From an optimization exercise on the open Yosys and OpenROAD flow, aimed at small area; shortcuts taken in it are not production practice. Where RTL was checked, it was by simulation tests only, not by an equivalence proof against the original. Function not checked in runs 1 and 2: the RTL went through the layout flow alone. Power figures rest on the tool's default switching activity, not on a simulated workload.

<file path="flow/design.v">
module ook_rx (
    input  wire        clk,
    input  wire        rst_n,
    input  wire        ev_valid,
    input  wire [31:0] now_us,
    output wire        busy,
    input  wire [7:0]  tol_pct,
    output reg         pub_valid,
    output reg  [32:0] pub_code,
    output reg  [5:0]  pub_bitlen,
    output reg         pub_p2,
    output reg  [31:0] pub_time,
    output reg  [28:0] pub_unit
);
    localparam integer NSLOT = 66;
    localparam integer SW    = 16;
    localparam [3:0] S_IDLE  = 4'd0,
                     S_MUL   = 4'd1,      
                     S_DIV   = 4'd2,      
                     S_INS   = 4'd3,      
                     S_UD2   = 4'd4,      
                     S_DWAIT = 4'd5,
                     S_NZ    = 4'd6,
                     S_PUB   = 4'd7,
                     S_CAP1  = 4'd8,      
                     S_CAP2  = 4'd9,      
                     S_CAP3  = 4'd10;     
    reg [3:0]  state;
    reg [31:0] last_ts;
    reg [6:0]  change_count;
    reg        repeat_count;
    reg [31:0] t0;            
    reg [36:0] xd;            
    reg [3:0]  mdly;          
    reg [1:0]  mcy;           
    reg [28:0] ud;            
    reg [4:0]  urem;          
    reg [28:0] rem;
    reg [10:0] quo;
    reg [5:0]  cnt;
    reg        pp;            
    reg        nz1, nz2;      
    reg        g_gap;         
    reg        g_near;        
    reg [NSLOT*SW-1:0] ring;
    reg [6:0]  ptr;           
    assign busy = (state != S_IDLE);
    wire [31:0] d;
    wire [32:0] gap_e;        
    ook_rca #(32) u_d   (.a(xd[31:0]), .b(~last_ts), .ci(1'b1), .s(d), .co());
    ook_rca #(33) u_gap (.a({1'b0, xd[31:0]}), .b(~{1'b0, t0}), .ci(1'b1), .s(gap_e), .co());
    wire        gap_near = (!gap_e[32] && (gap_e[31:8] == 24'd0) && (gap_e[7:0] <= 8'd200)) ||
                           ( gap_e[32] && (gap_e[31:8] == 24'hFFFFFF) && (gap_e[7:0] >= 8'd56));
    wire        is_gap   = g_gap;
    wire        is_rep   = g_gap && (change_count != 7'd0) && g_near;
    wire        confirm  = is_rep && repeat_count;
    wire [6:0]  cc_g    = is_gap ? 7'd0 : change_count;
    wire        cc_ovf  = (cc_g >= 7'd68);
    wire [6:0]  cc_new  = cc_ovf ? 7'd0 : cc_g;
    wire        rc_new  = cc_ovf ? 1'b0 : (is_rep | repeat_count);
    wire [2:0]  msum = {2'b0, xd[0]} + {2'b0, mdly[2]} + {2'b0, mdly[3]} + {1'b0, mcy};
    wire        ud_go  = ((state == S_MUL) && (cnt >= 6'd5)) || (state == S_UD2) ||
                         ((state == S_PUB) && (cnt != 6'd0));
    wire        by10   = (state == S_PUB) ? pub_p2 : pp;
    wire [5:0]  uv     = {urem, t0[31]};
    wire        uge    = by10 ? (uv >= 6'd10) : (uv >= 6'd31);
    wire [5:0]  uvs    = uv - (by10 ? 6'd10 : 6'd31);
    wire [38:0] mdiv  = {xd, 2'b00};
    wire        mbit  = mdiv[cnt[3:0]];
    wire [29:0] trial = {rem, mbit};
    wire [29:0] tsub;
    wire        ge;
    ook_rca #(30) u_div (.a(trial), .b(~{1'b0, ud}), .ci(1'b1), .s(tsub), .co(ge));
    wire [9:0]  fq    = quo[9:0];
    wire        fsat  = quo[10];
    wire        fex   = (rem == 29'd0);
    function [8:0] thr;
        input [9:0] f;
        input       ex;
        input [9:0] kk;
        reg   [10:0] t;
        begin
            if (f >= kk) t = {1'b0, f} - {1'b0, kk} + {10'd0, ~ex};
            else         t = {1'b0, kk} - {1'b0, f};
            thr = (t > 11'd255) ? 9'd256 : t[8:0];
        end
    endfunction
    wire [8:0]  th1 = fsat ? 9'd256 : thr(fq, fex, 10'd100);
    wire [8:0]  thu = fsat ? 9'd256 : thr(fq, fex, pp ? 10'd200 : 10'd300);
    wire [SW-1:0] head = ring[NSLOT*SW-1 -: SW];
    wire          a_big  = th1[8] | thu[8];
    wire [8:0]    a_v    = th1[8] ? thu : th1;
    wire [15:0]   a_code = a_big ? {3'b0, !th1[8], a_v[8:5], 3'b0, a_v[4:0]} : {th1[7:0], thu[7:0]};
    wire          h_sp   = (head[15:13] == 3'b0) && (head[7:5] == 3'b0);
    wire [8:0]    h_v    = {head[11:8], head[4:0]};
    wire [8:0]    a_t1   = h_sp ? (head[12] ? h_v : 9'd256) : {1'b0, head[15:8]};
    wire [8:0]    a_tu   = h_sp ? (head[12] ? 9'd256 : h_v) : {1'b0, head[7:0]};
    wire [8:0]  p_hi   = (a_t1 > thu) ? a_t1 : thu;   
    wire [8:0]  p_t1   = (a_tu > th1) ? a_tu : th1;   
    wire [8:0]  p_lo   = (p_t1 < p_hi) ? p_t1 : p_hi;
    wire [15:0] p_code = !p_hi[8]       ? {p_lo[7:0], p_hi[7:0]} :
                         !p_lo[8] && (p_lo[7:0] != 8'd255) ? {8'd255, p_lo[7:0]} :
                         {8'd254, 7'd0, p_lo[8]};
    wire [6:0]    ccm2     = change_count - 7'd2;
    wire [6:0]    ins_slot = {ccm2[6:1], pp};
    wire          ins_a    = !change_count[0];
    wire          ins_now  = (state == S_INS) && (ptr == ins_slot);
    always @(posedge clk)
        ring <= {ring[(NSLOT-1)*SW-1:0], ins_now ? (ins_a ? a_code : p_code) : head};
    wire [7:0]  h_a    = head[15:8];
    wire [7:0]  h_b    = head[7:0];
    wire        pge_a  = (tol_pct >= h_a);
    wire        pge_b  = (tol_pct >= h_b);
    wire        h_ord  = (h_a <= h_b);
    wire        h_b0   = h_ord && pge_b;
    wire        h_b1   = h_ord ? pge_a :
                         (h_a == 8'd255) ? pge_b : (!h_b[0] && (tol_pct == 8'd255));
    wire [6:0]  ccm1   = change_count - 7'd1;
    wire [5:0]  npairs = ccm1[6:1];
    wire        h_used = (ptr[6:1] < npairs);
    wire        nz1_n  = (h_used && !ptr[0]) ? (h_b0 ? nz1 : h_b1) : nz1;
    wire        nz2_n  = (h_used &&  ptr[0]) ? (h_b0 ? nz2 : h_b1) : nz2;
    wire        can_pub = (change_count >= 7'd8);
    always @(posedge clk) begin
        urem <= 5'd0;
        if (ud_go) begin
            t0   <= {t0[30:0], t0[31]};
            urem <= uge ? uvs[4:0] : uv[4:0];
            if (state != S_PUB)
                ud <= {ud[27:0], uge};
        end
        if (state == S_MUL) begin
            xd   <= {msum[0], xd[36:1]};
            mdly <= {mdly[2:0], xd[0]};
            mcy  <= msum[2:1];
        end
        if (state == S_DIV) begin
            if (cnt[3] & cnt[1] & cnt[0]) begin          
                rem <= {1'b0, xd[36:9]};
                quo <= 11'd0;
            end else begin
                rem <= ge ? tsub[28:0] : trial[28:0];
                quo <= {quo[9:0], ge};
            end
        end
        if (state == S_IDLE)
            xd <= {5'd0, now_us};
        if (state == S_CAP1)
            xd <= {5'd0, d};
        if (state == S_CAP2) begin
            g_gap  <= (xd[31:0] > 32'd5000);
            g_near <= gap_near;
        end
        if (state == S_CAP3) begin
            mdly <= 4'd0;
            mcy  <= 2'd0;
            if (!confirm && cc_new == 7'd0)
                t0 <= xd[31:0];
        end
        if ((state == S_NZ || state == S_PUB) && ptr == 7'd65 &&
            (state == S_PUB || !(can_pub && (nz1_n || nz2_n))))
            t0 <= xd[31:0];
    end
    always @(posedge clk) begin
        if (!rst_n) begin
            state        <= S_IDLE;
            last_ts      <= 32'd0;
            change_count <= 7'd0;
            repeat_count <= 1'b0;
            ptr          <= 7'd0;
            pub_valid    <= 1'b0;
            pub_code     <= 33'd0;
            pub_bitlen   <= 6'd0;
            pub_p2       <= 1'b0;
            pub_time     <= 32'd0;
            pub_unit     <= 29'd0;
        end else begin
            pub_valid <= 1'b0;
            ptr <= (ptr == 7'd65) ? 7'd0 : ptr + 7'd1;
            if (cnt != 6'd0)
                cnt <= cnt - 6'd1;
            case (state)
                S_IDLE: begin
                    if (ev_valid)
                        state <= S_CAP1;
                end
                S_CAP1: begin
                    last_ts <= xd[31:0];
                    state   <= S_CAP2;
                end
                S_CAP2: state <= S_CAP3;
                S_CAP3: begin
                    begin
                        state   <= S_IDLE;
                        pp      <= 1'b0;
                        cnt     <= 6'd36;
                        if (confirm) begin
                            repeat_count <= 1'b0;
                            state        <= S_DWAIT;
                        end else begin
                            repeat_count <= rc_new;
                            change_count <= cc_new + 7'd1;
                            if (cc_new != 7'd0 && cc_new != 7'd67)
                                state <= S_MUL;
                        end
                    end
                end
                S_MUL: begin
                    if (cnt == 6'd0) begin
                        cnt   <= 6'd11;
                        state <= S_DIV;
                    end
                end
                S_UD2: begin
                    if (cnt == 6'd0) begin
                        cnt   <= 6'd11;
                        state <= S_DIV;
                    end
                end
                S_DIV: begin
                    if (cnt == 6'd0)
                        state <= S_INS;
                end
                S_INS: begin
                    if (ins_now) begin
                        pp    <= 1'b1;
                        cnt   <= 6'd31;
                        state <= pp ? S_IDLE : S_UD2;
                    end
                end
                S_DWAIT: begin
                    nz1 <= 1'b0;
                    nz2 <= 1'b0;
                    if (ptr == 7'd65)
                        state <= S_NZ;
                end
                S_NZ: begin
                    nz1 <= nz1_n;
                    nz2 <= nz2_n;
                    if (ptr == 7'd65) begin
                        if (can_pub && (nz1_n || nz2_n)) begin
                            pub_valid  <= 1'b1;
                            pub_p2     <= !nz1_n;
                            pub_code   <= 33'd0;
                            pub_bitlen <= npairs;
                            pub_time   <= last_ts;
                            cnt        <= 6'd32;
                            state      <= S_PUB;
                        end else begin
                            change_count <= 7'd1;
                            state        <= S_IDLE;
                        end
                    end
                end
                S_PUB: begin
                    if (cnt != 6'd0)
                        pub_unit <= {pub_unit[27:0], uge};
                    if (h_used && (ptr[0] == pub_p2))
                        pub_code <= h_b0 ? {pub_code[31:0], 1'b0} :
                                    h_b1 ? {pub_code[31:0], 1'b1} : 33'd0;
                    if (ptr == 7'd65) begin
                        change_count <= 7'd1;
                        state        <= S_IDLE;
                    end
                end
                default: state <= S_IDLE;
            endcase
        end
    end
endmodule
module ook_rca #(parameter integer W = 8) (
    input  wire [W-1:0] a,
    input  wire [W-1:0] b,
    input  wire         ci,
    output wire [W-1:0] s,
    output wire         co
);
    wire [W:0] c;
    assign c[0] = ci;
    genvar i;
    generate
        for (i = 0; i < W; i = i + 1) begin : g_bit
            assign s[i]   = a[i] ^ b[i] ^ c[i];
            assign c[i+1] = (a[i] & b[i]) | (c[i] & (a[i] ^ b[i]));
        end
    endgenerate
    assign co = c[W];
endmodule
module ook_codec (
    input  wire        clk,
    input  wire        rst_n,
    input  wire [3:0]  reg_addr,      
    input  wire        reg_wr,
    input  wire        reg_rd,
    input  wire [31:0] reg_wdata,
    output reg  [31:0] reg_rdata,
    input  wire [31:0] now_us,
    input  wire        edge_valid,
    output wire        pin_dir,
    output wire        pin_out,
    output wire        edge_en,
    output reg         pin_release
);
    localparam [3:0] A_CMD = 4'h0, A_STATUS = 4'h1, A_TX_CODE = 4'h2, A_TX_CFG = 4'h3,
                     A_TX_PULSE = 4'h4, A_RX_TOL = 4'h5, A_RX_CODE_LO = 4'h6,
                     A_RX_CODE_HI = 4'h7, A_RX_META = 4'h8, A_RX_UNIT = 4'h9,
                     A_RX_TIME = 4'hA, A_RX_SEQ = 4'hB, A_WAVE_HIGH = 4'hC,
                     A_WAVE_LOW = 4'hD;
    localparam [1:0] M_OFF = 2'd0, M_TX = 2'd1, M_RX = 2'd2;
    localparam [3:0] E_OK = 4'd0, E_MODE_CONFLICT = 4'd1, E_NOT_ENABLED = 4'd2,
                     E_UNSUPPORTED = 4'd3, E_CODE_TOO_WIDE = 4'd4, E_INVALID = 4'd5,
                     E_BUSY = 4'd6, E_ILLEGAL = 4'd7;
    localparam [1:0] K_ONE = 2'd0, K_U = 2'd1, K_S = 2'd2;
    function [43:0] pmul_ops;
        input [15:0] p;
        input [1:0]  k;
        input        p2;
        reg   [21:0] x, y;
        begin
            x = {6'd0, p};
            y = 22'd0;
            case (k)
                K_U: begin
                    y = {5'd0, p, 1'b0};                  
                    if (p2) x = 22'd0;                    
                end
                K_S: begin
                    if (p2) begin
                        x = {3'd0, p, 3'd0};              
                        y = {5'd0, p, 1'b0};
                    end else begin
                        x = {1'b0, p, 5'd0};              
                        y = ~{6'd0, p};                   
                    end
                end
                default: ;
            endcase
            pmul_ops = {x, y};
        end
    endfunction
    reg [1:0]  mode;
    reg        busy;
    reg        busy_d;        
    reg        tx_abort;
    reg [3:0]  err;
    reg        rx_ovf;
    reg        rx_valid;
    reg [31:0] tx_code_r;
    reg [5:0]  cfg_width;
    reg [3:0]  cfg_proto;
    reg [7:0]  cfg_repeat;
    reg [15:0] cfg_pulse;
    reg [7:0]  tol_pct;
    reg [31:0] rx_seq;
    reg [15:0] wave_pulse;
    reg        wave_p2;
    reg [1:0]  wave_kind;     
    reg [3:0]  raddr_q;
    reg [31:0] tx_code;
    reg [4:0]  tx_wm1;        
    reg        tx_p2;
    reg [15:0] tx_pulse;
    reg [7:0]  tx_rep_left;
    reg [4:0]  tx_bit;
    reg        tx_in_sync;
    reg        tx_low;
    reg [31:0] tx_seg_start;
    assign pin_dir = (mode == M_TX);
    assign edge_en = (mode == M_RX);
    assign pin_out = busy & ~tx_low;
    wire        rx_busy;
    wire        pub_valid;
    wire [32:0] pub_code;
    wire [5:0]  pub_bitlen;
    wire        pub_p2;
    wire [31:0] pub_time;
    wire [28:0] pub_unit;
    wire        edge_cap = edge_valid && (mode == M_RX);
    ook_rx u_rx (
        .clk        (clk),
        .rst_n      (rst_n),
        .ev_valid   (edge_cap),
        .now_us     (now_us),
        .busy       (rx_busy),
        .tol_pct    (tol_pct),
        .pub_valid  (pub_valid),
        .pub_code   (pub_code),
        .pub_bitlen (pub_bitlen),
        .pub_p2     (pub_p2),
        .pub_time   (pub_time),
        .pub_unit   (pub_unit)
    );
    wire       cmd_wr  = reg_wr && (reg_addr == A_CMD);
    wire [7:0] opc     = reg_wdata[7:0];
    wire       illegal = (reg_wdata[31:8] != 24'd0) ||
                         !((opc <= 8'h06) || (opc == 8'h08) || (opc == 8'h09) || (opc == 8'h0A));
    wire       proto_ok = (cfg_proto == 4'd1) || (cfg_proto == 4'd2);
    wire       cfg_p2   = cfg_proto[1];
    wire       send_width_bad = (cfg_width == 6'd0) || (cfg_width > 6'd32);
    wire [31:0] wide_mask     = ~32'd0 << cfg_width[4:0];
    wire       send_too_wide  = !cfg_width[5] && ((tx_code_r & wide_mask) != 32'd0);
    wire       cur_bit = tx_code[tx_bit];
    reg  [1:0] cur_k;
    always @(*) begin
        if (tx_in_sync)
            cur_k = tx_low ? K_S : K_ONE;
        else if (cur_bit ^ tx_low)
            cur_k = K_U;
        else
            cur_k = K_ONE;
    end
    wire [43:0] cur_ops = pmul_ops(tx_pulse, cur_k, tx_p2);
    wire [21:0] cur_dur;
    wire [21:0] el_lo;        
    wire        el_co;        
    wire        dur_met;
    ook_rca #(22) u_cur (.a(cur_ops[43:22]), .b(cur_ops[21:0]), .ci(cur_k == K_S && !tx_p2),
                         .s(cur_dur), .co());
    ook_rca #(22) u_el  (.a(now_us[21:0]), .b(~tx_seg_start[21:0]), .ci(1'b1), .s(el_lo), .co(el_co));
    ook_rca #(22) u_cmp (.a(el_lo), .b(~cur_dur), .ci(1'b1), .s(), .co(dur_met));
    wire [9:0]  start_hi1 = tx_seg_start[31:22] + 10'd1;
    wire        el_hi_nz  = el_co ? (now_us[31:22] != tx_seg_start[31:22]) : (now_us[31:22] != start_hi1);
    wire        seg_done = busy && (el_hi_nz || dur_met);
    reg  [1:0]  wave_k;
    always @(*) begin
        if (!raddr_q[0])                        
            wave_k = (wave_kind == 2'd1) ? K_U : K_ONE;
        else                                    
            wave_k = (wave_kind == 2'd0) ? K_U : (wave_kind == 2'd1) ? K_ONE : K_S;
    end
    wire [43:0] wave_ops = pmul_ops(wave_pulse, wave_k, wave_p2);
    wire [21:0] wave_val;
    ook_rca #(22) u_wave (.a(wave_ops[43:22]), .b(wave_ops[21:0]), .ci(wave_k == K_S && !wave_p2),
                          .s(wave_val), .co());
    always @(*) begin
        case (raddr_q)
            A_STATUS:     reg_rdata = {22'd0, rx_valid, rx_ovf, err, tx_abort, busy_d, mode};
            A_TX_CODE:    reg_rdata = tx_code_r;
            A_TX_CFG:     reg_rdata = {8'd0, cfg_repeat, 4'd0, cfg_proto, 2'd0, cfg_width};
            A_TX_PULSE:   reg_rdata = {16'd0, cfg_pulse};
            A_RX_TOL:     reg_rdata = {24'd0, tol_pct};
            A_RX_CODE_LO: reg_rdata = pub_code[31:0];
            A_RX_CODE_HI: reg_rdata = {31'd0, pub_code[32]};
            A_RX_META:    reg_rdata = {22'd0, rx_valid & pub_p2, rx_valid & ~pub_p2, 2'd0, pub_bitlen};
            A_RX_UNIT:    reg_rdata = {3'd0, pub_unit};
            A_RX_TIME:    reg_rdata = pub_time;
            A_RX_SEQ:     reg_rdata = rx_seq;
            A_WAVE_HIGH,
            A_WAVE_LOW:   reg_rdata = {10'd0, wave_val};
            default:      reg_rdata = 32'd0;
        endcase
    end
    always @(posedge clk) begin
        raddr_q <= reg_addr;
        busy_d  <= busy;
    end
    always @(posedge clk) begin
        if (!rst_n) begin
            mode         <= M_OFF;
            busy         <= 1'b0;
            tx_abort     <= 1'b0;
            err          <= E_OK;
            rx_ovf       <= 1'b0;
            rx_valid     <= 1'b0;
            tx_code_r    <= 32'd0;
            cfg_width    <= 6'd24;
            cfg_proto    <= 4'd1;
            cfg_repeat   <= 8'd10;
            cfg_pulse    <= 16'd350;
            tol_pct      <= 8'd20;
            rx_seq       <= 32'd0;
            wave_pulse   <= 16'd0;
            wave_p2      <= 1'b0;
            wave_kind    <= 2'd0;
            pin_release  <= 1'b0;
        end else begin
            pin_release <= 1'b0;
            if (seg_done) begin
                tx_seg_start <= now_us;
                if (!tx_low) begin
                    tx_low <= 1'b1;
                end else if (!tx_in_sync) begin
                    tx_low <= 1'b0;
                    if (tx_bit == 5'd0)
                        tx_in_sync <= 1'b1;
                    else
                        tx_bit <= tx_bit - 5'd1;
                end else if (tx_rep_left == 8'd1) begin
                    busy   <= 1'b0;
                    tx_low <= 1'b0;
                end else begin
                    tx_low      <= 1'b0;
                    tx_in_sync  <= 1'b0;
                    tx_bit      <= tx_wm1;
                    tx_rep_left <= tx_rep_left - 8'd1;
                end
            end
            if (edge_cap && rx_busy)
                rx_ovf <= 1'b1;
            if (pub_valid) begin
                rx_seq   <= rx_seq + 32'd1;
                rx_valid <= 1'b1;
            end
            if (reg_wr) begin
                case (reg_addr)
                    A_TX_CODE:  tx_code_r <= reg_wdata;
                    A_TX_CFG: begin
                        cfg_width  <= reg_wdata[5:0];
                        cfg_proto  <= reg_wdata[11:8];
                        cfg_repeat <= reg_wdata[23:16];
                    end
                    A_TX_PULSE: cfg_pulse <= reg_wdata[15:0];
                    A_RX_TOL:   tol_pct   <= reg_wdata[7:0];
                    default: ;
                endcase
            end
            if (cmd_wr) begin
                if (illegal) begin
                    err <= E_ILLEGAL;
                end else begin
                    case (opc[3:0])
                        4'h0: err <= E_OK;
                        4'h1: begin
                            if (mode == M_RX)
                                err <= E_MODE_CONFLICT;
                            else begin
                                mode <= M_TX;
                                err  <= E_OK;
                            end
                        end
                        4'h2: begin
                            if (mode == M_TX) begin
                                if (busy) begin
                                    busy     <= 1'b0;
                                    tx_abort <= 1'b1;
                                    tx_low   <= 1'b0;
                                end
                                mode <= M_OFF;
                            end
                            err <= E_OK;
                        end
                        4'h3: begin
                            if (mode == M_TX)
                                err <= E_MODE_CONFLICT;
                            else begin
                                mode   <= M_RX;
                                rx_ovf <= 1'b0;
                                err    <= E_OK;
                            end
                        end
                        4'h4: begin
                            if (mode == M_RX)
                                mode <= M_OFF;
                            err <= E_OK;
                        end
                        4'h5: begin
                            if (busy)
                                err <= E_BUSY;
                            else if (mode != M_TX)
                                err <= E_NOT_ENABLED;
                            else if (send_width_bad || cfg_pulse == 16'd0)
                                err <= E_INVALID;
                            else if (!proto_ok)
                                err <= E_UNSUPPORTED;
                            else if (send_too_wide)
                                err <= E_CODE_TOO_WIDE;
                            else begin
                                tx_code      <= tx_code_r;
                                tx_wm1       <= cfg_width[4:0] - 5'd1;
                                tx_p2        <= cfg_p2;
                                tx_pulse     <= cfg_pulse;
                                tx_abort     <= 1'b0;
                                tx_low       <= 1'b0;
                                tx_in_sync   <= 1'b0;
                                tx_bit       <= cfg_width[4:0] - 5'd1;
                                tx_rep_left  <= cfg_repeat;
                                tx_seg_start <= now_us;
                                busy         <= (cfg_repeat != 8'd0);
                                err          <= E_OK;
                            end
                        end
                        4'h6: begin
                            if (mode == M_TX && busy) begin
                                busy     <= 1'b0;
                                tx_abort <= 1'b1;
                                tx_low   <= 1'b0;
                            end
                            mode        <= M_OFF;
                            pin_release <= 1'b1;
                            err         <= E_OK;
                        end
                        default: begin
                            if (cfg_pulse == 16'd0)
                                err <= E_INVALID;
                            else if (!proto_ok)
                                err <= E_UNSUPPORTED;
                            else begin
                                wave_pulse <= cfg_pulse;
                                wave_p2    <= cfg_p2;
                                wave_kind  <= opc[1:0];
                                err        <= E_OK;
                            end
                        end
                    endcase
                end
            end
        end
    end
endmodule
</file>
<file path="flow/run.sh">
#!/bin/bash
# synth_recipe.tcl (not shown) runs the flow's synth.tcl, then flattens the netlist and writes it again
# the make line also repeats each setting of config.mk as NAME=value (left out here)
make -C /OpenROAD-flow-scripts/flow DESIGN_CONFIG=/design/flow/config.mk WORK_HOME=/design/flow/orfs CLKGATE_MAP_FILE= SYNTH_SCRIPT=/design/flow/synth_recipe.tcl finish
</file>
<file path="flow/config.mk">
export PLATFORM = sky130hd
export DESIGN_NAME = ook_codec
export DESIGN_NICKNAME = ook_codec
export VERILOG_FILES = /design/flow/design.v
export SDC_FILE = /design/flow/constraint.sdc
export NUM_CORES = 4
export LEC_CHECK = 0
export CAP_MARGIN = 20
export CORE_MARGIN = 2
export CORE_UTILIZATION = 45
export CTS_BUF_LIST = sky130_fd_sc_hd__clkbuf_8
export CTS_CLUSTER_DIAMETER = 50
export CTS_CLUSTER_SIZE = 16
export GPL_ROUTABILITY_DRIVEN = 1
export PLACE_DENSITY = 0.6
export SLEW_MARGIN = 20
</file>
<file path="flow/constraint.sdc">
create_clock -name core_clock -period 20.0 [get_ports {clk}]
set_input_delay 4.0000 -clock core_clock [delete_from_list [all_inputs] [get_ports {clk}]]
set_output_delay 4.0000 -clock core_clock [all_outputs]
set_load 0.01 [all_outputs]
</file>
==> results.toml, run 1 <==
[floorplan]
die-area_um2 = 126100
ios = 109
rows = 128
die_y_um = 355.1
start_util_pct = 45.45
die_w_um = 355.1
core_um2 = 122000

[grt]
grt_remaining_overflow = 0
grt_first_pass_wirelength_um = 204000
antenna_found_initial = 2
grt_pass1_vias = 34014
track_usage_pct = 20.88
grt_max_degree = 96

[job]
max-cap-violations = 0

[timing]
rsz0062_at_grt = "no"
fmax_mhz = 61.68
slew_headroom_pct = 25.45
hold_viol = 0
worst_slew_pin_slew_ns = 1.110
layout_min_cycle_time_ns = 16.21
setup_tns_ns = 0
fin_ws_ns = 3.786
setup_viol = 0
finalCritPeriodShare_pct = 81.07
skew_ns = 0.05816
slew_violations = 0
holdWs_ns = 0.3095

[synth]
async_flop_share_pct = 0
yosysSeqAreaShare_pct = 61.95
synth_top_flop_cell = "dfxtp_1"
synth_area_um2 = 55470
synth_enable_flop_cells = 213
syn_inst = 4793
yosys_warnings = 2
synth_cell_types = 100
syn_area_per_cell_um2 = 11.57
synth-seq-cells = 1610
synth_nets = 5152

[cells_and_area]
largest_reg_flops = 1056
design_area_um2 = 61420
nets = 5257
finalNonFillerCells = 6613
layout.area.seq_um2 = 34360
max_flop_register = "u_rx.ring"
final.fill_count = 10918
reg_top3 = "u_rx.ring (1056), u_rx.xd (37), u_rx.pub_code (33)"
area_growth_pct = 10.73
final_layout_size_suffix_gt1_share_pct = 8.464
fin_util_pct = 50.33
multi_input_area_um2 = 19530

[worst_hold_path]
worstHoldPathType = "flip-flop to flip-flop"
hold-path-cell-count = 0
worstHoldStart = "u_rx.ring[908]"
hold_end = "u_rx.ring[924]"

[power]
p_leak_nw = 23.29
p_per_area_nw_per_um2 = 116.0
ir_worst_vdd_mv = 0.08432
p_total_mw = 7.125

[drt]
final_antenna_net_count = 0
drc_errors = 0
vias = 35615
post_drt_wl_per_cell_um = 19.93
drt-total-wl_um = 131800
vias_per_cell = 5.386
first_iter_violations = 3212
first_pass_iters = 6

[worst_setup_path]
cp-start-kind = "flip-flop"
cpPeakStageDelay_ns = 0.71
r2r_slack_ns = 3.79
required_ns = 20.69
worstSetupPathType = "flip-flop to flip-flop"
crit_fanout = 57
crit_top_cell = "fa_1"
cp.arrival_ns = 16.91
r2r_start = "u_rx.cnt[0]"
critical-path-slowest-cell = "or2_2"
worst_r2r_endpoint = "u_rx.rem[0]"
r2r_cells = 35
startpoint = "u_rx.cnt[0]"
end_kind = "flip-flop"

[clock_network]
h-tree-depth = 4
cts_resized = 0
holdBufCountCts = 0
cts_buffers = 155
clockBufferDepth = 3
cts_setup_buffers = 0
cts_sinks = 1610
clkTransAtPathRegs_ns = 0.09
clk_latency_ns = 0.89
root_buffer = "clkbuf_8"
tritoncts = "done"

[outcome]
outcome = "complete, no violations"

[place]
pre_cts_ws_ns = 3.689
place_hpwl_um = 92800
post_dp_cell_area_um2 = 58220
io_buffers = 107
place_inst = 6364
place_congestion = 0.9313
[power breakdown]
| part | switching (mW) | internal (mW) | total (mW) | leakage [nW] |
|---|---|---|---|---|
| clock | 1.17 | 0.883 | 2.05 | 1.62 |
| sequential | 0.193 | 3.49 | 3.68 | 13.4 |
| combinational | 0.845 | 0.552 | 1.40 | 8.30 |
| total | 2.20 | 4.92 | 7.12 | 23.3 |
[logic make-up (layout without fill, tap and decap cells)]
group,after synthesis,count (layout),synth area share (%)
AND/OR/NAND/NOR,1185,1185,9.713
buffers and inverters,437,630,3.007
flip-flops,1610,1610,61.95
XOR/XNOR,89,89,1.405
AO/OA/AOI/OAI,1008,1008,11.70
multiplexers,177,177,3.670
other,0,2,0
adder cells (fa/ha/maj),287,287,8.553
[critical path: cells and delay by family (launching register included)]
kind / cells / cell delay (ns)
adders and majority gates: 29 / 12.84
muxes: 3 / 1.56
and+or+nand+nor: 1 / 0.71
DFF: 1 / 0.64
AOI/OAI and AO/OA: 1 / 0.15
buffers and inverters: 1 / 0.09
[worst max path at each step]
stage                         endpoint  slack (ns)  depth (start not counted)
after floorplan           u_rx.rem[19]        4.50                         39
after global placement     u_rx.rem[0]        3.77                         35
after detailed placement   u_rx.rem[0]        3.69                         35
after CTS                  u_rx.rem[0]        3.65                         35
after global routing       u_rx.rem[0]        3.04                         35
final                      u_rx.rem[0]        3.79                         35
[cell usage in the layout, fill, tap and decap left out, types with 52 or more instances in the layout]
master	count
a21oi_1	325
fa_1	154
mux2_2	55
buf_4	52
mux2i_1	105
ha_1	132
edfxtp_1	213
clkdlybuf4s50_1	106
nor2_1	230
clkbuf_8	162
o21ai_0	217
nand3_1	112
a22oi_1	92
dfxtp_1	1397
inv_1	228
nand2_1	532
[final cells by class]
type / instances / share of cell area, %
Sequential cell: 1610 / 55.95
Inverter: 225 / 1.383
Tap cell: 1625 / 3.310
Timing Repair Buffer: 160 / 2.432
Clock buffer: 162 / 3.630
Clock inverter: 83 / 1.503
Multi-Input combinational cell: 2746 / 31.79
Antenna cell: 2 / 0.008148
[cell usage after synthesis, drive strengths merged, types with 92 or more instances]
cell	n	area, um2
nand3	114	575.6
inv	223	837.1
nor2	238	895.9
ha	132	1652
clkbuf	180	675.7
fa	154	3083
nand2	535	2008
a22oi	92	690.7
dfxtp	1397	27970
mux2i	108	1101
a21oi	328	1660
edfxtp	213	6396
o21ai	221	1125
[layer usage]
metal | GRT usage [%] | up-vias | share of wire [%]
met4 | 8.305 | 0 | 3.5
met5 | 0 | - | 0
li1 | - | 16910 | -
met2 | 31.33 | 1139 | 43
met1 | 30.12 | 17332 | 47
met3 | 3.400 | 234 | 6.2
==> run 2: changes to the inputs <==
--- a/flow/config.mk
+++ b/flow/config.mk
@@ -8,9 +8,9 @@
 export CAP_MARGIN = 20
 export CORE_MARGIN = 2
 export CORE_UTILIZATION = 45
-export CTS_BUF_LIST = sky130_fd_sc_hd__clkbuf_8
-export CTS_CLUSTER_DIAMETER = 50
-export CTS_CLUSTER_SIZE = 16
+export CTS_BUF_LIST = sky130_fd_sc_hd__clkbuf_16
+export CTS_CLUSTER_DIAMETER = 60
+export CTS_CLUSTER_SIZE = 30
 export GPL_ROUTABILITY_DRIVEN = 1
 export PLACE_DENSITY = 0.6
 export SLEW_MARGIN = 20
==> results.toml, run 2 <==
[outcome]
outcome = "complete, no violations"

[power]
p_clk_share_pct = 32.4
p_comb_share_pct = 18.6
ir_worst_vdd_mv = 0.09343
p_seq_share_pct = 49.0
p_int_mw = 5.191
p_sw_mw = 2.327
p_per_area_nw_per_um2 = 120.6
p_leak_nw = 23.60
swShare_pct = 30.95

[cells_and_area]
final_layout_size_suffix_gt1_share_pct = 7.485
max_flop_register = "u_rx.ring"
area_growth_pct = 12.35
layout_common_cells = "dfxtp_1, nand2_1, a21oi_1"
multi_input_area_um2 = 19530
fin_util_pct = 51.07
nets = 5209
largest_reg_flops = 1056
final.fill_count = 10742
reg_top3 = "u_rx.ring (1056), u_rx.xd (37), u_rx.pub_code (33)"
layout.area.seq_um2 = 34360
layout_commonest_cell = "dfxtp_1"

[clock_network]
cts_sinks = 1610
tritoncts = "done"
clkTransAtPathRegs_ns = 0.10
holdBufCountCts = 0
clockBufferDepth = 3
clk_latency_ns = 0.76
h-tree-depth = 3
cts_buffers = 107
cts_setup_buffers = 0
root_buffer = "clkbuf_16"
cts_resized = 0

[worst_setup_path]
crit_top_cell = "fa_1"
critPathBufInv = 1
required_ns = 20.57
critical-path-slowest-cell = "or2_2"
worstSetupPathType = "flip-flop to flip-flop"
end_kind = "flip-flop"
crit_fanout = 57
path_delay_family = "adder cells"
cp.arrival_ns = 16.79
cp-start-kind = "flip-flop"
cpPeakStageDelay_ns = 0.72

[timing]
worst_slew_pin_slew_ns = 1.145
setup_tns_ns = 0
holdWs_ns = 0.2922
finalCritPeriodShare_pct = 81.13
hold_viol = 0
fmax_mhz = 61.63
skew_ns = 0.05708
slew_headroom_pct = 23.07
rsz0062_at_grt = "no"
slew_violations = 0
layout_min_cycle_time_ns = 16.23
setup_viol = 0

[drt]
vias_per_cell = 5.396
first_iter_violations = 3458
drc_errors = 0
drt-total-wl_um = 131400
vias = 35379
first_pass_iters = 6
post_drt_wl_per_cell_um = 20.05
final_antenna_net_count = 0

[synth]
synth_enable_flop_cells = 213
syn_inst = 4793
synth_nets = 5152
async_flop_share_pct = 0
yosysSeqAreaShare_pct = 61.95
synth_common_cells = "dfxtp_1, nand2_1, a21oi_1, nor2_1, inv_1"
syn_area_per_cell_um2 = 11.57
synth_top_flop_cell = "dfxtp_1"
synth_area_um2 = 55470
synth-seq-cells = 1610
synth_cell_types = 100
synth.area.top_cells = "dfxtp_1, edfxtp_1, fa_1"
synth_top_area_share_pct = 50.42
synth_most_common_cell = "dfxtp_1"
yosys_warnings = 2
yosys.area.top_type = "dfxtp_1"

[worst_hold_path]
worstHoldPathType = "flip-flop to flip-flop"

[floorplan]
die-area_um2 = 126100
rows = 128
ios = 109
die_y_um = 355.1
core_um2 = 122000
start_util_pct = 45.45
die_w_um = 355.1

[grt]
track_usage_pct = 20.73
grt_first_pass_wirelength_um = 202900
grt_max_degree = 96
grt_pass1_vias = 33486
antenna_found_initial = 1
grt_remaining_overflow = 0

[job]
max-cap-violations = 0

[place]
io_buffers = 107
place_hpwl_um = 92800
place_congestion = 0.9313
==> run 2: cell counts after synthesis <==
Identical to the previous run, type by type.
==> run 2: cell families (layout without fill, tap and decap cells) <==
| group | after synthesis | count (layout) | synth area share [%] |
|---|---|---|---|
| AOI/OAI and AO/OA | 1008 | 1008 | 11.70 |
| xor gates and xnor gates | 89 | 89 | 1.405 |
| adders and majority gates | 287 | 287 | 8.553 |
| buffers and inverters | 437 | 574 | 3.007 |
| DFF | 1610 | 1610 | 61.95 |
| muxes | 177 | 177 | 3.670 |
| other | 0 | 1 | 0 |
| and+or+nand+nor | 1185 | 1185 | 9.713 |
==> run 2: power groups by stage <==
stage	combinational (mW)	clock [mW]	sequential [mW]
after CTS	1.39	2.51	3.68
after floorplan	1.04	0	3.66
after global placement	1.36	0	3.75
final	1.40	2.44	3.68
after detailed placement	1.38	0	3.75
after global routing	1.58	2.64	3.71
==> run 2: through the flow <==
stage / instance area (um2) / std cells / worst slack (ns) / total power [mW]
after floorplan: 55470 / 4793 / 4.504 / 4.702
after global placement: 58220 / 6364 / 3.765 / 5.111
after detailed placement: 58220 / 6364 / 3.689 / 5.135
after CTS: 62270 / 6553 / 3.655 / 7.580
after global routing: 62320 / 6555 / 3.041 / 7.926
final: 62320 / 6556 / 3.773 / 7.518
==> run 2: metal layers <==
metal	global-route usage [%]	vias to the layer above	share of wire [%]
met5	0	-	0
met1	30.15	17195	47
met4	7.822	0	3.7
met3	3.067	239	6.1
li1	-	16822	-
met2	31.28	1123	43
==> run 2: area by class of cell <==
cell class	instances	area share (%)
Clock inverter	77	2.008
Multi-Input combinational cell	2746	31.33
Tap cell	1625	3.262
Antenna cell	1	0.004015
Inverter	225	1.363
Sequential cell	1610	55.14
Clock buffer	112	4.497
Timing Repair Buffer	160	2.397
==> run 2: final timing paths <==
check / slack (ns) / cells past startpoint / to / startpoint
min: 0.29 / 0 / u_rx.ring[438] / u_rx.ring[422]
max: 3.77 / 35 / u_rx.rem[0] / u_rx.cnt[0]
min reg2reg: 0.29 / 0 / u_rx.ring[438] / u_rx.ring[422]
max reg2reg: 3.77 / 35 / u_rx.rem[0] / u_rx.cnt[0]
==> run 3: changes to the inputs <==
--- a/flow/design.v
+++ b/flow/design.v
@@ -6,6 +6,7 @@
     output wire        busy,
     input  wire [7:0]  tol_pct,
     output reg         pub_valid,
+    output reg  [31:0] rx_seq,        
     output reg  [32:0] pub_code,
     output reg  [5:0]  pub_bitlen,
     output reg         pub_p2,
@@ -36,10 +37,12 @@
     reg [28:0] ud;            
     reg [4:0]  urem;          
     reg [28:0] rem;
+    reg        fex;           
     reg [10:0] quo;
     reg [5:0]  cnt;
     reg        pp;            
     reg        nz1, nz2;      
+    reg        seq_cy;        
     reg        g_gap;         
     reg        g_near;        
     reg [NSLOT*SW-1:0] ring;
@@ -73,7 +76,7 @@
     ook_rca #(30) u_div (.a(trial), .b(~{1'b0, ud}), .ci(1'b1), .s(tsub), .co(ge));
     wire [9:0]  fq    = quo[9:0];
     wire        fsat  = quo[10];
-    wire        fex   = (rem == 29'd0);
+    wire [28:0] rem_nx = ge ? tsub[28:0] : trial[28:0];
     function [8:0] thr;
         input [9:0] f;
         input       ex;
@@ -134,13 +137,13 @@
             mdly <= {mdly[2:0], xd[0]};
             mcy  <= msum[2:1];
         end
+        rem <= (state == S_DIV && cnt[3] & cnt[1] & cnt[0]) ? {1'b0, xd[36:9]} : rem_nx;
         if (state == S_DIV) begin
             if (cnt[3] & cnt[1] & cnt[0]) begin          
-                rem <= {1'b0, xd[36:9]};
                 quo <= 11'd0;
             end else begin
-                rem <= ge ? tsub[28:0] : trial[28:0];
                 quo <= {quo[9:0], ge};
+                fex <= (rem_nx == 29'd0);
             end
         end
         if (state == S_IDLE)
@@ -174,6 +177,7 @@
             pub_p2       <= 1'b0;
             pub_time     <= 32'd0;
             pub_unit     <= 29'd0;
+            rx_seq       <= 32'd0;
         end else begin
             pub_valid <= 1'b0;
             ptr <= (ptr == 7'd65) ? 7'd0 : ptr + 7'd1;
@@ -244,6 +248,7 @@
                             pub_code   <= 33'd0;
                             pub_bitlen <= npairs;
                             pub_time   <= last_ts;
+                            seq_cy     <= 1'b1;
                             cnt        <= 6'd32;
                             state      <= S_PUB;
                         end else begin
@@ -253,8 +258,11 @@
                     end
                 end
                 S_PUB: begin
-                    if (cnt != 6'd0)
+                    if (cnt != 6'd0) begin
                         pub_unit <= {pub_unit[27:0], uge};
+                        rx_seq   <= {rx_seq[0] ^ seq_cy, rx_seq[31:1]};
+                        seq_cy   <= rx_seq[0] & seq_cy;
+                    end
                     if (h_used && (ptr[0] == pub_p2))
                         pub_code <= h_b0 ? {pub_code[31:0], 1'b0} :
                                     h_b1 ? {pub_code[31:0], 1'b1} : 33'd0;
@@ -351,7 +359,6 @@
     reg [7:0]  cfg_repeat;
     reg [15:0] cfg_pulse;
     reg [7:0]  tol_pct;
-    reg [31:0] rx_seq;
     reg [15:0] wave_pulse;
     reg        wave_p2;
     reg [1:0]  wave_kind;     
@@ -370,6 +377,7 @@
     assign pin_out = busy & ~tx_low;
     wire        rx_busy;
     wire        pub_valid;
+    wire [31:0] rx_seq;
     wire [32:0] pub_code;
     wire [5:0]  pub_bitlen;
     wire        pub_p2;
@@ -384,6 +392,7 @@
         .busy       (rx_busy),
         .tol_pct    (tol_pct),
         .pub_valid  (pub_valid),
+        .rx_seq     (rx_seq),
         .pub_code   (pub_code),
         .pub_bitlen (pub_bitlen),
         .pub_p2     (pub_p2),
@@ -468,7 +477,6 @@
             cfg_repeat   <= 8'd10;
             cfg_pulse    <= 16'd350;
             tol_pct      <= 8'd20;
-            rx_seq       <= 32'd0;
             wave_pulse   <= 16'd0;
             wave_p2      <= 1'b0;
             wave_kind    <= 2'd0;
@@ -497,10 +505,8 @@
             end
             if (edge_cap && rx_busy)
                 rx_ovf <= 1'b1;
-            if (pub_valid) begin
-                rx_seq   <= rx_seq + 32'd1;
+            if (pub_valid)
                 rx_valid <= 1'b1;
-            end
             if (reg_wr) begin
                 case (reg_addr)
                     A_TX_CODE:  tx_code_r <= reg_wdata;
==> flow/config.mk (replaced) <==
export PLATFORM = sky130hd
export DESIGN_NAME = ook_codec
export DESIGN_NICKNAME = ook_codec
export VERILOG_FILES = /design/flow/design.v
export SDC_FILE = /design/flow/constraint.sdc
export NUM_CORES = 4
export LEC_CHECK = 0
export CAP_MARGIN = 20
export CORE_MARGIN = 2
export CORE_UTILIZATION = 60
export CTS_BUF_LIST = sky130_fd_sc_hd__clkbuf_8
export CTS_CLUSTER_DIAMETER = 45
export CTS_CLUSTER_SIZE = 18
export GPL_ROUTABILITY_DRIVEN = 1
export PLACE_DENSITY = 0.7
export SLEW_MARGIN = 20
==> results.toml, run 3 <==
[outcome]
outcome = "complete, no violations"

[clock_network]
cts_resized = 0
clk_latency_ns = 0.88
tritoncts = "done"
cts_sinks = 1612
holdBufCountCts = 0
root_buffer = "clkbuf_8"
clkTransAtPathRegs_ns = 0.10
cts_setup_buffers = 0
cts_buffers = 149
h-tree-depth = 4
clockBufferDepth = 3

[synth]
synth_nets = 5160
syn_inst = 4802
synth_cell_types = 91
syn_area_per_cell_um2 = 11.46
yosys_warnings = 2
synth_area_um2 = 55040
yosys.area.top_type = "dfxtp_1"
synth_top_area_share_pct = 51.87
synth_enable_flop_cells = 186
synth_top_flop_cell = "dfxtp_1"
async_flop_share_pct = 0
yosysSeqAreaShare_pct = 62.01
synth-seq-cells = 1612
synth.area.top_cells = "dfxtp_1, edfxtp_1, fa_1"
synth_common_cells = "dfxtp_1, nand2_1, a21oi_1, nor2_1, inv_1"
synth_most_common_cell = "dfxtp_1"

[timing]
rsz0062_at_grt = "no"
finalCritPeriodShare_pct = 81.97
worst_slew_pin_slew_ns = 1.134
setup_viol = 0
fmax_mhz = 61.00
setup_tns_ns = 0
slew_violations = 0
skew_ns = 0.05956
slew_headroom_pct = 22.46
hold_viol = 0
layout_min_cycle_time_ns = 16.39

[worst_setup_path]
cpPeakStageDelay_ns = 0.65
worstSetupPathType = "flip-flop to flip-flop"
crit_fanout = 33
cp-start-kind = "flip-flop"
required_ns = 20.58
cp.arrival_ns = 16.97
end_kind = "flip-flop"
critical-path-slowest-cell = "edfxtp_1"
r2r_cells = 38
crit_top_cell = "fa_1"

[worst_hold_path]
hold-path-cell-count = 0
worstHoldPathType = "flip-flop to flip-flop"

[floorplan]
die-area_um2 = 94170
die_w_um = 306.9
rows = 111
start_util_pct = 60.32
core_um2 = 91250
ios = 109
die_y_um = 306.9

[drt]
first_pass_iters = 9
drt-total-wl_um = 122400
vias = 35343
vias_per_cell = 5.724
post_drt_wl_per_cell_um = 19.83
first_iter_violations = 3473
drc_errors = 0
final_antenna_net_count = 0

[power]
p_sw_mw = 1.838
ir_worst_vdd_mv = 0.1188
p_int_mw = 4.670
p_comb_share_pct = 14.1
p_leak_nw = 23.49
p_seq_share_pct = 54.9
p_clk_share_pct = 31.0
swShare_pct = 28.24
p_per_area_nw_per_um2 = 107.9
p_total_mw = 6.508

[place]
io_buffers = 107
place_congestion = 0.9408
place_hpwl_um = 85700
place_inst = 5923

[grt]
antenna_found_initial = 3
track_usage_pct = 25.85
grt_max_degree = 159
grt_first_pass_wirelength_um = 189300
grt_pass1_vias = 33084
grt_remaining_overflow = 0

[cells_and_area]
area_growth_pct = 9.614
nets = 5246
final_layout_size_suffix_gt1_share_pct = 7.623
max_flop_register = "u_rx.ring"
layout_common_cells = "dfxtp_1, nand2_1, a21oi_1"
layout_commonest_cell = "dfxtp_1"
largest_reg_flops = 1056
finalNonFillerCells = 6174
reg_top3 = "u_rx.ring (1056), u_rx.xd (37), u_rx.pub_code (33)"

[job]
max-cap-violations = 0
==> run 3: cells by family (layout without fill, tap and decap cells) <==
kind of cell               Yosys count  count (layout)  synth area share [%]
DFF                               1612            1612                 62.01
and+or+nand+nor                   1221            1221                 10.03
AOI/OAI and AO/OA                  971             971                 11.15
buffers and inverters              444             627                 3.058
adders and majority gates          287             287                 8.616
muxes                              203             203                 4.119
xor gates and xnor gates            64              64                 1.018
other                                0               3                     0
==> run 3: worst max-delay path, delay by kind of cell (launching register included) <==
kind            cells  cell delay, ns
buf+inv             3            0.53
flops               1            0.65
simple gates        3            0.67
fa+ha+maj          29           12.89
mux                 2            1.10
compound gates      1            0.26
==> run 3: layer usage <==
metal  wire length [um]  part of all wire (%)  GRT usage [%]
met1              57970                    47          39.28
met4               3509                   2.9          9.097
met2              51260                    42          36.79
met5                  0                     0              0
met3               9703                   7.9          5.017
==> run 3: per-stage QoR <==
step | hold WS [ns] | cell area (um2) | util [%] | setup slack (ns)
after floorplan | 0.3096 | 55040 | - | 4.504
after global routing | 0.3005 | 60330 | 66.11 | 3.040
final | 0.3106 | 60330 | 66.12 | 3.606
after CTS | 0.3100 | 60320 | 66.11 | 3.450
after detailed placement | 0.3121 | 57200 | 62.69 | 3.457
after global placement | 0.3099 | 57200 | 62.69 | 3.591
==> run 3: path summary, 6_finish.rpt <==
check / from / end / slack [ns]
worst max-delay path: u_rx.cnt[0] / u_rx.fex / 3.61
worst max register to register: u_rx.cnt[0] / u_rx.fex / 3.61
worst min register to register: u_rx.ring[636] / u_rx.ring[652] / 0.31
worst min-delay path: u_rx.ring[636] / u_rx.ring[652] / 0.31
==> run 3: power groups by stage <==
| stage | clock network (mW) | logic (mW) | registers (mW) |
|---|---|---|---|
| global placement | 0 | 0.893 | 3.64 |
| finish | 2.02 | 0.917 | 3.57 |
| global route | 2.20 | 1.05 | 3.59 |
| CTS | 2.07 | 0.921 | 3.57 |
| floorplan | 0 | 0.690 | 3.58 |
| detailed placement | 0 | 0.910 | 3.64 |
==> run 3: cell type report <==
cell class	count	area [um2]
sequential	1612	34130
fill	7024	30910
multi-input combinational	2746	19340
clock buffer	153	2106
tap	1186	1484
timing repair buffer	145	1366
clock inverter	95	1016
inverter	234	883.3
antenna	3	7.507
==> run 4: changes to the inputs <==
==> flow/config.mk (replaced) <==
export PLATFORM = sky130hd
export DESIGN_NAME = ook_codec
export DESIGN_NICKNAME = ook_codec
export VERILOG_FILES = /design/flow/design.v
export SDC_FILE = /design/flow/constraint.sdc
export NUM_CORES = 4
export LEC_CHECK = 0
export ABC_AREA = 1
export CAP_MARGIN = 20
export CORE_MARGIN = 2
export CORE_UTILIZATION = 45
export CTS_BUF_LIST = sky130_fd_sc_hd__clkbuf_8
export CTS_CLUSTER_DIAMETER = 50
export CTS_CLUSTER_SIZE = 16
export GPL_ROUTABILITY_DRIVEN = 1
export PLACE_DENSITY = 0.6
export SLEW_MARGIN = 20
==> results.toml, run 4 <==
[timing]
worst_slew_pin_slew_ns = 0.9547
finalCritPeriodShare_pct = 84.86
slew_headroom_pct = 34.71
slew_violations = 0
fin_ws_ns = 3.028
setup_tns_ns = 0
skew_ns = 0.06673
rsz0062_at_grt = "no"
layout_min_cycle_time_ns = 16.97
hold_viol = 0
fmax_mhz = 58.92
holdWs_ns = 0.2905
setup_viol = 0

[synth]
syn_inst = 5261
synth_common_cells = "dfxtp_1, o21ai_0, nand2_1, inv_1, nor2_1"
synth_area_um2 = 54800
synth.area.top_cells = "dfxtp_1, edfxtp_1, fa_1"
yosys_warnings = 2
syn_area_per_cell_um2 = 10.42
synth_nets = 5619
synth_enable_flop_cells = 186
synth_most_common_cell = "dfxtp_1"
synth-seq-cells = 1612
async_flop_share_pct = 0
synth_top_area_share_pct = 52.09
yosys.area.top_type = "dfxtp_1"
synth_top_flop_cell = "dfxtp_1"
yosysSeqAreaShare_pct = 62.29
synth_cell_types = 70

[cells_and_area]
nets = 5723
largest_reg_flops = 1056
area_growth_pct = 10.48
final_layout_size_suffix_gt1_share_pct = 6.004
layout_common_cells = "dfxtp_1, o21ai_0, nand2_1"
layout_commonest_cell = "dfxtp_1"
reg_top3 = "u_rx.ring (1056), u_rx.xd (37), u_rx.pub_code (33)"
final.fill_count = 11092
max_flop_register = "u_rx.ring"

[drt]
final_antenna_net_count = 0
drc_errors = 0
first_pass_iters = 5
vias = 36726
vias_per_cell = 5.190
drt-total-wl_um = 131000
first_iter_violations = 3057
post_drt_wl_per_cell_um = 18.51

[clock_network]
holdBufCountCts = 0
h-tree-depth = 4
cts_buffers = 151
clkTransAtPathRegs_ns = 0.09
root_buffer = "clkbuf_8"
clockBufferDepth = 3
cts_sinks = 1612
cts_setup_buffers = 0
tritoncts = "done"
cts_resized = 0
clk_latency_ns = 0.90

[worst_setup_path]
cp.arrival_ns = 17.63
crit_top_cell = "fa_1"
crit_fanout = 32
worstSetupPathType = "flip-flop to flip-flop"
cp-start-kind = "flip-flop"
end_kind = "flip-flop"
required_ns = 20.66
cpPeakStageDelay_ns = 0.57
critical-path-slowest-cell = "edfxtp_1"

[grt]
grt_pass1_vias = 34727
grt_max_degree = 161
grt_remaining_overflow = 0
antenna_found_initial = 5
grt_first_pass_wirelength_um = 203300
track_usage_pct = 20.96

[floorplan]
die_w_um = 353.0
die_y_um = 353.0
rows = 128
die-area_um2 = 124600
start_util_pct = 45.20
ios = 109
core_um2 = 121200

[power]
p_per_area_nw_per_um2 = 95.44
ir_worst_vdd_mv = 0.07659
p_total_mw = 5.779
p_leak_nw = 24.33

[outcome]
outcome = "complete, no violations"

[place]
place_hpwl_um = 92260
io_buffers = 107
place_congestion = 0.9572
pre_cts_ws_ns = 2.924

[worst_hold_path]
worstHoldPathType = "flip-flop to flip-flop"

[job]
max-cap-violations = 0
==> run 4: routing by layer <==
metal / global-route usage [%] / up-vias / wire (um)
li1: - / 17739 / -
met2: 32.61 / 1239 / 58310
met5: 0 / - / 0
met1: 28.53 / 17487 / 58320
met4: 9.376 / 0 / 5471
met3: 3.907 / 261 / 8899
==> run 4: kinds of logic (layout without fill, tap and decap cells) <==
kind of cell,after synthesis,count (layout),share of synthesized area (%)
mux,5,5,0.09361
other cells,0,5,0
simple gates,1286,1286,9.797
buf+inv,762,947,5.311
flops,1612,1612,62.29
fa+ha+maj,285,285,8.617
xor+xnor,56,56,0.8950
compound gates,1255,1255,13.00
==> run 4: worst paths after layout <==
kind | from | endpoint | slack, ns | cells after the start
setup / recovery | u_rx.cnt[0] | u_rx.fex | 3.03 | 44
hold / removal | u_rx.ring[1024] | u_rx.ring[1040] | 0.29 | 0
hold reg to reg | u_rx.ring[1024] | u_rx.ring[1040] | 0.29 | 0
setup reg to reg | u_rx.cnt[0] | u_rx.fex | 3.03 | 44
==> run 4: power breakdown <==
part	internal, mW	switching [mW]	total, mW
Combinational	0.169	0.256	0.424
Sequential	3.32	0.0392	3.35
Clock	0.850	1.15	2.00
Total	4.33	1.44	5.78
==> run 4: metrics by stage <==
step	instances	area, um2	utilization [%]
2_1_floorplan	5261	54800	-
5_1_grt	7076	60550	49.94
4_1_cts	7070	60520	49.92
6_report	7076	60550	49.94
3_3_place_gp	6835	57490	47.42
3_5_place_dp	6836	57510	47.43
==> run 4: area by class of cell <==
class                           count  area [um2]  area share, %
Multi-Input combinational cell   2887       17830          29.44
Timing Repair Buffer              146        1394          2.302
Sequential cell                  1612       34130          56.38
Inverter                          567        2133          3.523
Clock buffer                      156        2147          3.546
Clock inverter                     78       867.1          1.432
Tap cell                         1625        2033          3.358
Antenna cell                        5       12.51        0.02067
==> run 4: critical path: cells and delay by family, from the launching register on <==
kind	cells	cell delay (ns)
compound gates	6	1.12
flops	1	0.57
fa+ha+maj	29	12.84
buf+inv	5	0.97
simple gates	4	1.27
==> run 5: changes to the inputs <==
--- a/flow/config.mk
+++ b/flow/config.mk
@@ -5,7 +5,6 @@
 export SDC_FILE = /design/flow/constraint.sdc
 export NUM_CORES = 4
 export LEC_CHECK = 0
-export ABC_AREA = 1
 export CAP_MARGIN = 20
 export CORE_MARGIN = 2
 export CORE_UTILIZATION = 45
==> results.toml, run 5 <==
[synth]
synth_top_area_share_pct = 51.87
synthSimpleGateAreaFrac_pct = 10.03
yosys.area.top_type = "dfxtp_1"
synthXorXnorAreaFrac_pct = 1.018
synthMuxAreaShare_pct = 4.119
synth_enable_flop_cells = 186
synth_area_um2 = 55040
syn_inst = 4802
synth-seq-cells = 1612
yosys_warnings = 2
syn_area_per_cell_um2 = 11.46
synth_nets = 5160
synth_top_family_by_area = "compound AO/OA/AOI/OAI gates"
yosysSeqAreaShare_pct = 62.01
synth_fa_ha_area_share_pct = 8.616
synth_cell_types = 91
synth_most_common_cell = "dfxtp_1"
synth.area.top_cells = "dfxtp_1, edfxtp_1, fa_1"
synth_compound_area_share_pct = 11.15
synth_common_cells = "dfxtp_1, nand2_1, a21oi_1, nor2_1, inv_1"
async_flop_share_pct = 0
synth_top_flop_cell = "dfxtp_1"

[outcome]
outcome = "complete, no violations"

[cells_and_area]
layout_common_cells = "dfxtp_1, nand2_1, a21oi_1"
largest_reg_flops = 1056
reg_top3 = "u_rx.ring (1056), u_rx.xd (37), u_rx.pub_code (33)"
area_growth_pct = 10.74
final_layout_size_suffix_gt1_share_pct = 7.675
nets = 5247
layout_commonest_cell = "dfxtp_1"
max_flop_register = "u_rx.ring"

[worst_setup_path]
worst_r2r_endpoint = "u_rx.fex"
cp.arrival_ns = 17.02
worstSetupPathType = "flip-flop to flip-flop"
r2r_slack_ns = 3.59
crit_top_cell = "fa_1"
r2r_cells = 38
end_kind = "flip-flop"
critical-path-slowest-cell = "edfxtp_1"
crit_fanout = 31
cp-start-kind = "flip-flop"
r2r_start = "u_rx.cnt[0]"
cpPeakStageDelay_ns = 0.64
required_ns = 20.61

[timing]
hold_viol = 0
slew_headroom_pct = 24.20
worst_slew_pin_slew_ns = 1.128
layout_min_cycle_time_ns = 16.41
setup_tns_ns = 0
setup_viol = 0
rsz0062_at_grt = "no"
slew_violations = 0
fmax_mhz = 60.95
finalCritPeriodShare_pct = 82.04
skew_ns = 0.04907

[grt]
grt_max_degree = 116
antenna_found_initial = 2
grt_first_pass_wirelength_um = 199100
track_usage_pct = 20.34
grt_remaining_overflow = 0
grt_pass1_vias = 33930

[worst_hold_path]
worstHoldStart = "u_rx.ring[668]"
hold-path-cell-count = 0
hold_end = "u_rx.ring[684]"
worstHoldPathType = "flip-flop to flip-flop"

[clock_network]
clkTransAtPathRegs_ns = 0.09
cts_setup_buffers = 0
holdBufCountCts = 0
root_buffer = "clkbuf_8"
clockBufferDepth = 3
clk_latency_ns = 0.91
cts_resized = 0
cts_sinks = 1612
h-tree-depth = 4
cts_buffers = 154
tritoncts = "done"

[floorplan]
start_util_pct = 45.28
die_w_um = 353.7
rows = 128
die_y_um = 353.7
ios = 109
core_um2 = 121600
die-area_um2 = 125100

[place]
place_hpwl_um = 89350
io_buffers = 107
place_congestion = 0.9080

[drt]
post_drt_wl_per_cell_um = 19.39
drc_errors = 0
vias = 35044
drt-total-wl_um = 128100
final_antenna_net_count = 0
first_iter_violations = 3158
first_pass_iters = 7
vias_per_cell = 5.304

[power]
p_per_area_nw_per_um2 = 107.8
p_total_mw = 6.569
ir_worst_vdd_mv = 0.06421
p_leak_nw = 23.51

[job]
max-cap-violations = 0
## run 5: changes by cell type after synthesis, moves of 33 or more
cell	previous run	this run
a221oi_1	52	17
mux2i_1	4	141
nor2_1	417	233
a22oi_1	24	94
nand3b_1	3	36
inv_1	549	228
mux2_2	1	48
o21ai_0	608	194
nand3_1	140	77
## run 5: worst max-delay path, delay by kind of cell, from the launching register on
family / cells / cell delay, ns
muxes: 2 / 1.11
and+or+nand+nor: 3 / 0.63
adders and majority gates: 29 / 12.95
DFF: 1 / 0.64
AOI/OAI and AO/OA: 1 / 0.27
buffers and inverters: 3 / 0.52
## run 5: layer usage
metal	up-vias	GRT usage [%]	part of all wire (%)
met4	0	7.932	3.6
met5	-	0	0
met2	1110	29.90	42
li1	16768	-	-
met1	16915	29.57	47
met3	251	3.871	6.5
## run 5: through the flow
step | utilization, % | hold slack, ns | cells | setup slack (ns) | area (um2)
2_1_floorplan | - | 0.3096 | 4802 | 4.504 | 55040
3_3_place_gp | 47.48 | 0.3099 | 6357 | 3.304 | 57710
5_1_grt | 50.14 | 0.2954 | 6606 | 2.951 | 60950
3_5_place_dp | 47.48 | 0.3121 | 6357 | 3.113 | 57710
6_report | 50.14 | 0.3015 | 6607 | 3.593 | 60950
4_1_cts | 50.11 | 0.2945 | 6601 | 3.391 | 60910
## run 5: worst max-delay path by stage
stage / from / to / slack (ns)
finish: u_rx.cnt[0] / u_rx.fex / 3.59
global route: u_rx.cnt[0] / u_rx.fex / 2.95
CTS: u_rx.cnt[0] / u_rx.fex / 3.39
detailed placement: now_us[0] / tx_seg_start[25] / 3.11
global placement: now_us[0] / tx_seg_start[19] / 3.30
floorplan: u_rx.cnt[0] / u_rx.fex / 4.50
## run 5: power breakdown
| part | total (mW) | leakage (nW) | internal, mW | switching (mW) |
|---|---|---|---|---|
| combinational | 0.923 | 8.51 | 0.394 | 0.529 |
| clock | 2.07 | 1.64 | 0.892 | 1.18 |
| sequential | 3.57 | 13.4 | 3.41 | 0.161 |
## run 5: cells by family (layout without fill, tap and decap cells)
group	after synthesis	count (layout)
AOI/OAI and AO/OA	971	971
xor gates and xnor gates	64	64
adders and majority gates	287	287
buffers and inverters	444	619
DFF	1612	1612
muxes	203	203
other	0	5
and+or+nand+nor	1221	1221
## run 5: cell type report
| class | count | area (um2) |
|---|---|---|
| Clock inverter | 84 | 999.7 |
| Multi-Input combinational cell | 2746 | 19350 |
| Clock buffer | 160 | 2202 |
| Inverter | 234 | 883.3 |
| Sequential cell | 1612 | 34130 |
| Antenna cell | 5 | 12.51 |
| Fill cell | 10891 | 60610 |
| Tap cell | 1625 | 2033 |
| Timing Repair Buffer | 141 | 1336 |
==> run 6: changes to the inputs <==
==> flow/flow/run.sh (new file) <==
#!/bin/bash
# The standard layout (standard.sh, all steps), with clock tree synthesis run
# without dummy loads. The make output goes to standard.log in the work folder;
# each ORFS step keeps its own log under orfs/logs/.
set -euo pipefail
export CTS_ARGS="-sink_clustering_enable -repair_clock_nets -buf_list sky130_fd_sc_hd__clkbuf_8 -sink_clustering_size 16 -sink_clustering_max_diameter 50 -dont_use_dummy_load"
bash standard.sh > standard.log 2>&1
==> flow/standard.sh (new file) <==
#!/bin/bash
# synth_recipe.tcl (not shown) runs the flow's synth.tcl, then flattens the netlist and writes it again
# the make line also repeats each setting of config.mk as NAME=value (left out here)
make -C /OpenROAD-flow-scripts/flow DESIGN_CONFIG=/design/flow/config.mk WORK_HOME=/design/flow/orfs CLKGATE_MAP_FILE= SYNTH_SCRIPT=/design/flow/synth_recipe.tcl "${@:-finish}"
removed: flow/run.sh
==> results.toml, run 6 <==
[outcome]
outcome = "complete, no violations"

[grt]
track_usage_pct = 20.26
grt_pass1_vias = 33720
antenna_found_initial = 2
grt_max_degree = 116
grt_first_pass_wirelength_um = 198500
grt_remaining_overflow = 0

[timing]
hold_viol = 0
rsz0062_at_grt = "no"
slew_violations = 0
setup_viol = 0
setup_tns_ns = 0
skew_ns = 0.1009
layout_min_cycle_time_ns = 16.41
fmax_mhz = 60.94
finalCritPeriodShare_pct = 82.04
worst_slew_pin_slew_ns = 1.168
slew_headroom_pct = 21.52

[worst_hold_path]
worstHoldPathType = "flip-flop to flip-flop"

[synth]
synth_common_cells = "dfxtp_1, nand2_1, a21oi_1, nor2_1, inv_1"
synth_top_area_share_pct = 51.87
synth_most_common_cell = "dfxtp_1"
syn_area_per_cell_um2 = 11.46
async_flop_share_pct = 0
synth_top_flop_cell = "dfxtp_1"
synth.area.top_cells = "dfxtp_1, edfxtp_1, fa_1"
synth_enable_flop_cells = 186
synth_area_um2 = 55040
yosys.area.top_type = "dfxtp_1"
synth_nets = 5160
synth-seq-cells = 1612
syn_inst = 4802
yosys_warnings = 2
yosysSeqAreaShare_pct = 62.01
synth_cell_types = 91

[worst_setup_path]
crit_fanout = 31
worstSetupPathType = "flip-flop to flip-flop"
cp-start-kind = "flip-flop"
cpPeakStageDelay_ns = 0.63
critical-path-slowest-cell = "edfxtp_1"
required_ns = 20.53
cp.arrival_ns = 16.94
end_kind = "flip-flop"
crit_top_cell = "fa_1"

[cells_and_area]
reg_top3 = "u_rx.ring (1056), u_rx.xd (37), u_rx.pub_code (33)"
fin_util_pct = 49.25
design_area_um2 = 59860
final.fill_count = 10963
layout_common_cells = "dfxtp_1, nand2_1, a21oi_1"
largest_reg_flops = 1056
layout.area.seq_um2 = 34130
finalNonFillerCells = 6514
layout_commonest_cell = "dfxtp_1"
max_flop_register = "u_rx.ring"
area_growth_pct = 8.759
final_layout_size_suffix_gt1_share_pct = 6.098
multi_input_area_um2 = 19350
nets = 5247

[floorplan]
start_util_pct = 45.28
ios = 109
die_y_um = 353.7
core_um2 = 121600
die-area_um2 = 125100
rows = 128
die_w_um = 353.7

[clock_network]
clkTransAtPathRegs_ns = 0.09
tritoncts = "done"
clockBufferDepth = 3
holdBufCountCts = 0
cts_sinks = 1612
cts_setup_buffers = 0
clk_latency_ns = 0.88
root_buffer = "clkbuf_8"
cts_buffers = 154
h-tree-depth = 4
cts_resized = 0

[drt]
dr_wl_met2_um = 54390
wl_met1_um = 60660
wl_met3_um = 8163
post_drt_wl_per_cell_um = 19.56
first_iter_violations = 3104
vias_per_cell = 5.358
drc_errors = 0
final_antenna_net_count = 0
first_pass_iters = 6
top_layer = "met4"
vias = 34905
drt-total-wl_um = 127400

[power]
p_per_area_nw_per_um2 = 102.9
ir_worst_vdd_mv = 0.06185
p_total_mw = 6.158
p_leak_nw = 22.98

[place]
post_dp_cell_area_um2 = 57710
place_congestion = 0.9080
io_buffers = 107
place_hpwl_um = 89350
place_inst = 6357

[job]
max-cap-violations = 0
==> run 6: cell types whose count changed in the layout (fill, tap and decap cells not counted) <==
cell	change
bufinv_16	-7
clkbuf_8	-6
clkinv_2	-9
clkinv_4	-10
clkinv_8	-15
clkinvlp_4	-5
diode_2	-3
inv_1	-6
inv_12	-7
inv_6	-17
inv_8	-8
==> run 6: cells by family after synthesis <==
kind of cell / synth area share (%)
muxes: 4.119
AOI/OAI and AO/OA: 11.15
adders and majority gates: 8.616
DFF: 62.01
xor gates and xnor gates: 1.018
buffers and inverters: 3.058
and+or+nand+nor: 10.03
==> run 6: layer usage <==
| layer | global-route usage [%] | up-vias |
|---|---|---|
| met1 | 29.46 | 16942 |
| li1 | - | 16678 |
| met4 | 7.583 | 0 |
| met2 | 29.84 | 1050 |
| met3 | 3.990 | 235 |
| met5 | 0 | - |
==> run 6: per-stage QoR <==
step	setup WS, ns	hold WS [ns]
after floorplan	4.504	0.3096
after global placement	3.304	0.3099
after detailed placement	3.113	0.3121
after CTS	3.383	0.2317
after global routing	2.945	0.2333
final	3.591	0.2430
==> run 6: layout make-up <==
| type | count | area share, % |
|---|---|---|
| flip-flops and latches | 1612 | 57.02 |
| multi-input cells | 2746 | 32.33 |
| clock buffers | 154 | 3.541 |
| well taps | 1625 | 3.397 |
| repair buffers | 141 | 2.232 |
| inverters | 234 | 1.476 |
| diodes | 2 | 0.008361 |
==> run 6: path summary, 6_finish.rpt <==
| path | start | end | slack [ns] | depth (start not counted) |
|---|---|---|---|---|
| worst min-delay path | u_rx.ring[668] | u_rx.ring[684] | 0.24 | 0 |
| worst max-delay path | u_rx.cnt[0] | u_rx.fex | 3.59 | 38 |
| worst max register to register | u_rx.cnt[0] | u_rx.fex | 3.59 | 38 |
| worst min register to register | u_rx.ring[668] | u_rx.ring[684] | 0.24 | 0 |
==> run 6: report_power, final <==
| group | total [mW] | leakage (nW) | switching [mW] | internal [mW] |
|---|---|---|---|---|
| logic | 0.923 | 8.51 | 0.529 | 0.394 |
| clock network | 1.66 | 1.11 | 0.977 | 0.684 |
| registers | 3.58 | 13.4 | 0.161 | 3.41 |
| total | 6.16 | 23.0 | 1.67 | 4.49 |
==> run 6: critical path: cells and delay by family (launching register included) <==
family          cells  cell delay (ns)
mux                 2             1.11
compound gates      1             0.28
simple gates        3             0.63
fa+ha+maj          29            12.94
flops               1             0.63
buf+inv             3             0.52

[what the ideal ports hide]
Ports are ideal in the flow. The routed layouts listed here were re-timed in OpenROAD.
Step 1: set_driving_cell puts a clkbuf_16 on clk and a buf_2 on each other input, an assumption about the parent block.
Step 2 adds t to the input delays and takes it off the output delays; t is the mean of the earliest and latest rising clock arrival at the registers after step 1. Input paths then give back, and output paths get back, about the clock's delay inside the block.
Slacks: ideal ports / drivers / drivers and shift; pairs: ideal ports / drivers.
run	t, ns	slack for setup (ns)	hold slack, ns	worst setup path after step 2	worst register clock-pin slew, ns
run 1	0.930	3.786 / 3.786 / 3.786	0.310 / 0.310 / 0.310	register to register	0.10 / 0.10
run 2	0.800	3.773 / 3.773 / 3.773	0.292 / 0.292 / 0.292	register to register	0.11 / 0.11
run 3	0.916	3.606 / 3.606 / 3.606	0.311 / 0.311 / 0.311	register to register	0.10 / 0.10
run 4	0.929	3.028 / 3.028 / 3.028	0.291 / 0.291 / 0.291	register to register	0.10 / 0.10
run 5	0.948	3.593 / 3.593 / 3.510	0.302 / 0.302 / 0.302	input to register	0.10 / 0.10
run 6	0.889	3.591 / 3.591 / 3.465	0.243 / 0.243 / 0.243	input to register	0.09 / 0.09
After both steps setup and hold are still met in every run listed. The setup slack of run 6, which loses most, moves by 0.000 ns with the drivers and by -0.126 ns with both steps.
